Background: an optimization exercise with open tools, aiming at small area, a short achievable clock period and few clock cycles. Do not read the settings as production practice. At most, simulation tests tie the RTL to the original design; equivalence was not proved. Power and IR drop assume default switching activity.

==> run a: inputs <==
// barker_xcorr
module barker_xcorr (
    input  wire               clk,
    input  wire               rst,           
    input  wire [3:0]         cfg_hdr,       
    input  wire [1:0]         cfg_mod,       
    input  wire [17:0]        cfg_trig,      
    input  wire [15:0]        cfg_hitcap,    
    input  wire               in_valid,
    output reg                in_ready,
    input  wire               in_last,
    input  wire signed [7:0]  in_re,
    input  wire signed [7:0]  in_im,
    output reg                hr_valid,
    output wire [16:0]        hr_idx,
    output reg  signed [17:0] hr_val,
    output reg                hi_valid,
    output wire [16:0]        hi_idx,
    output reg  signed [17:0] hi_val,
    output reg                done,
    output wire [15:0]        nhr,
    output wire [15:0]        nhi,
    output wire               hitovf,
    output reg                desync
);
clock: 22.0 ns
lec_check: 0
cap_margin: 20
core_margin: 2
core_utilization: 60
place_density: 0.8
slew_margin: 20
synth_hierarchical: 1
standard.sh (not shown) runs the stock make flow with config.mk's settings and CLKGATE_MAP_FILE= SYNTH_SCRIPT=/design/flow/synth_recipe.tcl, a recipe that flattens the netlist after the stock synthesis.
==> flow/flow/run.sh <==
#!/bin/bash
# Standard ORFS layout (standard synthesis) with: port buffers of buf_2;
# a clock tree of larger clusters without dummy loads; repair_timing aiming
# for extra setup slack so that the achieved period is short.
set -euo pipefail
bash standard.sh SETUP_SLACK_MARGIN=16.5 'BUFFER_PORTS_ARGS=-buffer_cell sky130_fd_sc_hd__buf_2' \
  'CTS_ARGS=-sink_clustering_enable -repair_clock_nets -sink_clustering_size 30 -sink_clustering_max_diameter 300 -sink_clustering_levels 2 -buf_list sky130_fd_sc_hd__clkbuf_16 -sink_buffer_max_cap_derate 1.0 -dont_use_dummy_load' \
  finish > standard_flow.log 2>&1
==> inputs of run b, as changes to run a <==
--- a/flow/design.v
+++ b/flow/design.v
@@ -21,29 +21,31 @@
     output wire [15:0]        nhi,
     output wire               hitovf,
     output reg                desync
 );
     integer k;
     genvar  g;
     reg        is13, is11, h3;
     reg        mod0, mod2;
-    reg [15:0] trig_q;         
-    reg        trig_big;
+    reg [15:0] trig_m1;        
+    reg        trig_big;       
+    reg        trig_zero;      
     reg        capnz;          
     reg [3:0]  z_last;         
     always @(posedge clk) begin
         is13   <= cfg_hdr[3] & cfg_hdr[2];
         is11   <= !cfg_hdr[2];
         h3     <= cfg_hdr[3];
         z_last <= {cfg_hdr[3], !cfg_hdr[3], cfg_hdr[3] & cfg_hdr[2], 1'b1};    
         mod0   <= (cfg_mod == 2'd0);
         mod2   <= cfg_mod[1];
-        trig_q   <= cfg_trig[15:0];
-        trig_big <= |cfg_trig[17:16];
+        trig_m1   <= cfg_trig[15:0] - 16'd1;
+        trig_big  <= |cfg_trig[17:16];
+        trig_zero <= ~|cfg_trig;
         capnz  <= |cfg_hitcap;
     end
     reg [7:0] rre [0:12];
     reg [7:0] rim [0:12];
     reg        inframe;    
     reg        tail;       
     reg [3:0]  z;          
     reg [3:0]  r;          
@@ -785,20 +787,20 @@
     assign cim_164 = cim_92 ^ cim_147;
     assign cim_165 = cim_94 ^ cim_135;
     assign cim_166 = cim_96 ^ cim_149;
     assign cim_167 = cim_98 ^ cim_127;
     assign c_im = {cim_167, cim_166, cim_165, cim_164, cim_163, cim_162, cim_161, cim_160, cim_159, cim_158, cim_157, cim_156, cim_155, cim_154, cim_153, cim_68, cim_34};
     function hit;
         input [15:0] c;
         input sgn;
-        input [15:0] t;
+        input [15:0] tm;
         reg [16:0] d;
         begin
-            d = {1'b0, c ^ {16{sgn}}} + {1'b0, ~t} + {16'd0, sgn} + 17'd1;
+            d = {1'b0, c ^ {16{sgn}}} + {1'b0, ~tm} + {16'd0, sgn};
             hit = d[16];
         end
     endfunction
     reg [16:0] cq_re, cq_im;
     reg        v3, fin3, first3;
     always @(posedge clk) begin
         cq_re <= c_re;
         cq_im <= c_im;
@@ -807,18 +809,18 @@
             fin3   <= 1'b0;
             first3 <= 1'b0;
         end else begin
             v3     <= v2;
             fin3   <= v2 & fin2;
             first3 <= first2;
         end
     end
-    wire trig_re = !trig_big & hit(cq_re[15:0], cq_re[16], trig_q);
-    wire trig_im = !trig_big & hit(cq_im[15:0], cq_im[16], trig_q);
+    wire trig_re = !trig_big & (trig_zero | hit(cq_re[15:0], cq_re[16], trig_m1));
+    wire trig_im = !trig_big & (trig_zero | hit(cq_im[15:0], cq_im[16], trig_m1));
     reg  [15:0] cnt_r, cnt_i;
     reg         room_r, room_i;    
     reg         ovf;
     reg  [16:0] idx;
     wire        clr    = v3 & first3;
     wire [15:0] base_r = clr ? 16'd0 : cnt_r;
     wire [15:0] base_i = clr ? 16'd0 : cnt_i;
     wire [15:0] inc_r, inc_i;
- PLACE_DENSITY: 0.8 -> unset
==> run notes <==
- Between run a and run b, the lower synthesized cell count is in run a (gap 0.23%, measured against run b).
- Final cell count: run b is larger than run a (0.52%).
- Between run a and run b, the lower clock power is in run a (gap about 1%, measured against run b).
- In count of clock-buffer cells in the layout, run a and run b do not differ.
- In run a the utilization is higher than in run b, by 0.26 points.
- Between run b and run a, the lower wire length is in run b (gap 1.7%, measured against run a).
- Of run a and run b, run a has the higher combinational power (gap about 7%, measured against run b).
==> figures <==
| item | run a | run b |
|---|---|---|
| Placement-stage cell area | 21700 µm² | 21500 µm² |
| # Post-CTS Setup Buffers | 7 | 15 |
| Maximum cell stage delay along the critical path | 0.40 ns | 0.52 ns |
| CTS sink cnt | 400 | 401 |
| Run status | no timing/DRC/antenna violations | no timing/DRC/antenna violations |
| Met1 Routed Length | 17000 µm | 18300 µm |
| Final critical path time including I/O delays and setup | 5.46 ns | 5.61 ns |
| P_int | 1690 µW | 1650 µW |
| Crit. Startpoint | cnt_r[1]$_DFF_P_ | cfg_trig[5] |
| Number of nets in the finished design | 2347 | 2328 |
| Switching power total | 1100 µW | 1040 µW |
| Global-route wire length before repair | 63100 µm | 61900 µm |
| Met1 Usage GRT | 0.283 | 0.306 |
| Clock network power consumption | 352 µW | 357 µW |
| Startpoint-to-endpoint class of the critical path | reg -> out | in -> reg |
No run of this note included a check of the RTL's function; only the layout flow was run.

---

==> inputs of v4 <==
barker_xcorr, a different RTL version from the one above (not shown whole).
==> flow/config.mk <==
export PLATFORM = sky130hd
export DESIGN_NAME = barker_xcorr
export DESIGN_NICKNAME = barker_xcorr
export VERILOG_FILES = /design/flow/design.v
export SDC_FILE = /design/flow/constraint.sdc
export NUM_CORES = 4
export LEC_CHECK = 0
export CAP_MARGIN = 20
export CORE_MARGIN = 2
export CORE_UTILIZATION = 40
export SLEW_MARGIN = 20
==> flow/constraint.sdc <==
create_clock -name core_clock -period 22.0 [get_ports {clk}]
set_input_delay 4.4000 -clock core_clock [delete_from_list [all_inputs] [get_ports {clk}]]
set_output_delay 4.4000 -clock core_clock [all_outputs]
set_load 0.01 [all_outputs]
==> flow/flow/run.sh <==
#!/bin/bash
# Standard ORFS layout; repair_timing aims for 15 ns of setup slack.
set -euo pipefail
bash standard.sh SETUP_SLACK_MARGIN=15 finish > standard_flow.log 2>&1
==> v25: changes against v4 <==
--- a/flow/design.v
+++ b/flow/design.v
@@ -21,26 +21,25 @@
     output wire [15:0]        nhi,
     output wire               hitovf,
     output reg                desync
 );
     integer k;
-    reg        h3, h2;           
+    reg        is13, is11, h3;
     reg        mod0, mod2;
     reg [17:0] trig_q;
     reg [15:0] cap_q;
-    always @(posedge clk) begin
+    reg [3:0]  z_last;         
+    always @(posedge clk) begin
+        is13   <= cfg_hdr[3] & cfg_hdr[2];
+        is11   <= !cfg_hdr[2];
         h3     <= cfg_hdr[3];
-        h2     <= cfg_hdr[2];
+        z_last <= {cfg_hdr[3], !cfg_hdr[3], cfg_hdr[3] & cfg_hdr[2], 1'b1};    
         mod0   <= (cfg_mod == 2'd0);
         mod2   <= cfg_mod[1];
         trig_q <= cfg_trig;
         cap_q  <= cfg_hitcap;
     end
-    wire is7  = !h3;
-    wire is11 = !h2;
-    wire is13 = h3 & h2;
-    wire [3:0] m_minus1 = is13 ? 4'd12 : (is11 ? 4'd10 : 4'd6);
     reg [7:0] rre [0:12];
     reg [7:0] rim [0:12];
     reg        inframe;    
     reg        tail;       
     reg [3:0]  z;          
@@ -54,16 +53,15 @@
         for (k = 1; k < 13; k = k + 1) begin
             rre[k] <= rre[k-1];
             rim[k] <= rim[k-1];
         end
     end
-    wire [3:0] z_inc   = (z == 4'd15) ? 4'd15 : z + 4'd1;
-    wire       tail_end = tail & (z_inc == m_minus1);
-    wire       inframe_nx = accept ? !in_last : inframe;
-    wire       tail_nx    = accept ? in_last  : (tail & !tail_end);
-    wire [3:0] z_nx       = accept ? 4'd0 : (inframe ? z : z_inc);
-    wire [3:0] r_nx       = (accept | !inframe) ? 4'd0 : ((r == 4'd12) ? 4'd0 : r + 4'd1);
+    wire       tail_end = tail & (z == z_last);
+    wire       tail_h   = tail & !tail_end;
+    wire [3:0] z_h      = inframe ? z : ((z == 4'd15) ? 4'd15 : z + 4'd1);
+    wire [3:0] r_h      = inframe ? ((r == 4'd12) ? 4'd0 : r + 4'd1) : 4'd0;
+    wire       rdy_h    = !tail_h & (inframe ? (r_h == 4'd0) : (z_h >= 4'd12));
     reg v1, fin1, first1;
     always @(posedge clk) begin
         if (rst) begin
             inframe  <= 1'b0;
             tail     <= 1'b0;
@@ -72,25 +70,25 @@
             in_ready <= 1'b0;
             v1       <= 1'b0;
             fin1     <= 1'b0;
             first1   <= 1'b0;
         end else begin
-            inframe  <= inframe_nx;
-            tail     <= tail_nx;
-            z        <= z_nx;
-            r        <= r_nx;
-            in_ready <= !tail_nx & (inframe_nx ? (r_nx == 4'd0) : (z_nx >= 4'd12));
+            inframe  <= accept ? !in_last : inframe;
+            tail     <= accept ? in_last  : tail_h;
+            z        <= accept ? 4'd0     : z_h;
+            r        <= accept ? 4'd0     : r_h;
+            in_ready <= accept ? !in_last : rdy_h;
             v1       <= accept | tail;
             fin1     <= tail_end;
             first1   <= accept & !inframe;
         end
     end
     wire n0 = !is13;           
     wire n1 = is13;
     wire n5 = is11;
-    wire n6 = !is7;
-    wire e7 = !is7;            
+    wire n6 = h3;
+    wire e7 = h3;              
     wire e11 = is13;           
     function [7:0] bias;       
         input [7:0] x;
         bias = {~x[7], x[6:0]};
     endfunction
@@ -162,45 +160,58 @@
         begin
             d = {1'b0, c ^ {18{sgn}}} + {1'b0, ~t} + {18'd0, sgn} + 19'd1;
             hit = d[18];
         end
     endfunction
-    wire [17:0] c_re = scale(s_re, mod0);
-    wire [17:0] c_im = scale(s_im, mod0);
-    wire trig_re = hit(c_re, s_re[11], trig_q);
-    wire trig_im = hit(c_im, s_im[11], trig_q);
+    reg [17:0] cq_re, cq_im;
+    reg        v3, fin3, first3;
+    always @(posedge clk) begin
+        cq_re <= scale(s_re, mod0);
+        cq_im <= scale(s_im, mod0);
+        if (rst) begin
+            v3     <= 1'b0;
+            fin3   <= 1'b0;
+            first3 <= 1'b0;
+        end else begin
+            v3     <= v2;
+            fin3   <= v2 & fin2;
+            first3 <= first2;
+        end
+    end
+    wire trig_re = hit(cq_re, cq_re[17], trig_q);
+    wire trig_im = hit(cq_im, cq_im[17], trig_q);
     reg  [15:0] cnt_r, cnt_i;
     reg         ovf;
     reg  [16:0] idx;
-    reg         fin3;
-    wire [15:0] base_r = first2 ? 16'd0 : cnt_r;
-    wire [15:0] base_i = first2 ? 16'd0 : cnt_i;
+    reg         fin4;
+    wire [15:0] base_r = first3 ? 16'd0 : cnt_r;
+    wire [15:0] base_i = first3 ? 16'd0 : cnt_i;
     wire lt_r = base_r < cap_q;
     wire lt_i = base_i < cap_q;
     wire rec_re = trig_re & lt_r;
     wire rec_im = trig_im & lt_i;
     wire drop   = (trig_re & !lt_r) | (trig_im & !lt_i);
     always @(posedge clk) begin
-        hr_val <= c_re;
-        hi_val <= c_im;
-        if (v2) begin
+        hr_val <= cq_re;
+        hi_val <= cq_im;
+        if (v3) begin
             cnt_r <= base_r + {15'd0, rec_re};
             cnt_i <= base_i + {15'd0, rec_im};
-            ovf   <= (!first2 & ovf) | drop;
-            idx   <= first2 ? 17'd0 : idx + 17'd1;
+            ovf   <= (!first3 & ovf) | drop;
+            idx   <= first3 ? 17'd0 : idx + 17'd1;
         end
         desync <= !mod2 & (cnt_r != cnt_i);
         if (rst) begin
             hr_valid <= 1'b0;
             hi_valid <= 1'b0;
-            fin3     <= 1'b0;
+            fin4     <= 1'b0;
             done     <= 1'b0;
         end else begin
-            hr_valid <= v2 & rec_re;
-            hi_valid <= v2 & rec_im;
-            fin3     <= v2 & fin2;
-            done     <= fin3;
+            hr_valid <= v3 & rec_re;
+            hi_valid <= v3 & rec_im;
+            fin4     <= v3 & fin3;
+            done     <= fin4;
         end
     end
     assign hr_idx = idx;
     assign hi_idx = idx;
     assign nhr    = cnt_r;
==> flow/flow/run.sh (replaced) <==
#!/bin/bash
# Standard ORFS layout; repair_timing aims for extra setup slack so that
# the achieved period is short. Everything else is the standard flow.
set -euo pipefail
bash standard.sh SETUP_SLACK_MARGIN=16.5 finish > standard_flow.log 2>&1
==> v33: changes against v4 <==
==> flow/flow/run.sh (replaced) <==
#!/bin/bash
# Standard ORFS layout; repair_timing aims for 16.5 ns of setup slack.
set -euo pipefail
bash standard.sh SETUP_SLACK_MARGIN=16.5 finish > standard_flow.log 2>&1
==> summary of the runs <==
v25 completed without violations. v4 completed without violations. v33 finished with timing, DRC and antenna clean. Maximum frequency, highest first: v25, v33, v4. Worst setup slack: v25 > v33 > v4. Clock-buffer cell count, highest first: v25, v4, v33. In v33 the synthesized cell count is smaller than in v25, by 1.4%. Global-route usage: v4 < v25 < v33. The highest sequential share of layout area belongs to v25, the lowest to v33. Utilization, lowest first: v4, v25, v33. The lowest routed wire length belongs to v4, the highest to v33. Between v25 and v33, the lower via count is in v25 (gap 5.7%, measured against v33). Worst hold slack: v25 < v33 < v4.
==> figures <==
metric	v4	v33	v25
Power in the clock group	778 uW	785 uW	739 uW
Area used by sequential logic in the layout	0.00809 sq mm	0.00810 sq mm	0.00891 sq mm
Outcome	complete, no violations	complete, no violations	complete, no violations
Part of the total power dissipated in combinational logic	0.620	0.679	0.543
Largest fanout on the critical path	21	5	4
Critical-path top delay cell	sky130_fd_sc_hd__fa_1	sky130_fd_sc_hd__fa_1	sky130_fd_sc_hd__edfxtp_1
Peak ir drop on the vdd network	0.000153 V	0.000141 V	0.0000967 V
Power consumed by combinational cells	2620 uW	3440 uW	2020 uW
Stages on worst setup path	23	32	1
Detailed route wirelength on metal3	1820 um	2160 um	1620 um
Proportion of final cell area spent on non-clock buffers	0.0750	0.114	0.0847
Worst-case setup margin in the final layout	15.31 ns	15.71 ns	16.34 ns
Number of buffers added by the clock tree synthesis step	44	45	46
FF+latch count, synth	378	378	419
Clock tree buffer count of the final layout	59	54	63
Cell area after technology mapping	0.0222 sq mm	0.0222 sq mm	0.0227 sq mm
Relative area of clock buffers and inverters in the final design	0.0585	0.0530	0.0523
Die Ht	240 um	240 um	242 um
Postcts setup bufs	2	122	79
Internal cell power	2460 uW	2970 uW	2300 uW
Critical path data required time	22.47 ns	22.29 ns	17.60 ns
Minimum clock period	6.69 ns	6.29 ns	5.66 ns
Testbench counts of v25, summed over its fixed seeds: cycles 21,228.
No functional check of the RTL was part of v4 and v33.

re-timing with driven ports:
No port has a modelled driver above. Below, the same layouts with a new extraction and two added sets of constraints.
Step 1 assumes that a clkbuf_16 drives the clock port and a buf_2 every other input.
Step 2 also shifts input and output timing later by t, the mid clock arrival at the registers, as if the neighbouring blocks saw the same clock.
Slacks: ideal / step 1 / step 2; pairs: ideal / step 1.
| run | t, ns | setup WS [ns] | worst register clock-pin slew, ns |
|---|---|---|---|
| run a | 0.556 | 16.541 / 16.489 / 16.206 | 0.12 / 0.12 |
| run b | 0.571 | 16.391 / 16.413 / 15.842 | 0.12 / 0.12 |
| v4 | 0.627 | 15.310 / 15.310 / 15.310 | 0.06 / 0.06 |
| v25 | 0.636 | 16.341 / 16.284 / 16.070 | 0.07 / 0.07 |
| v33 | 0.627 | 15.712 / 15.712 / 15.712 | 0.07 / 0.07 |
After both steps setup and hold are still met in every run listed. For run b, which loses most, drivers alone change the setup slack by +0.022 ns; drivers and shift together by -0.549 ns.
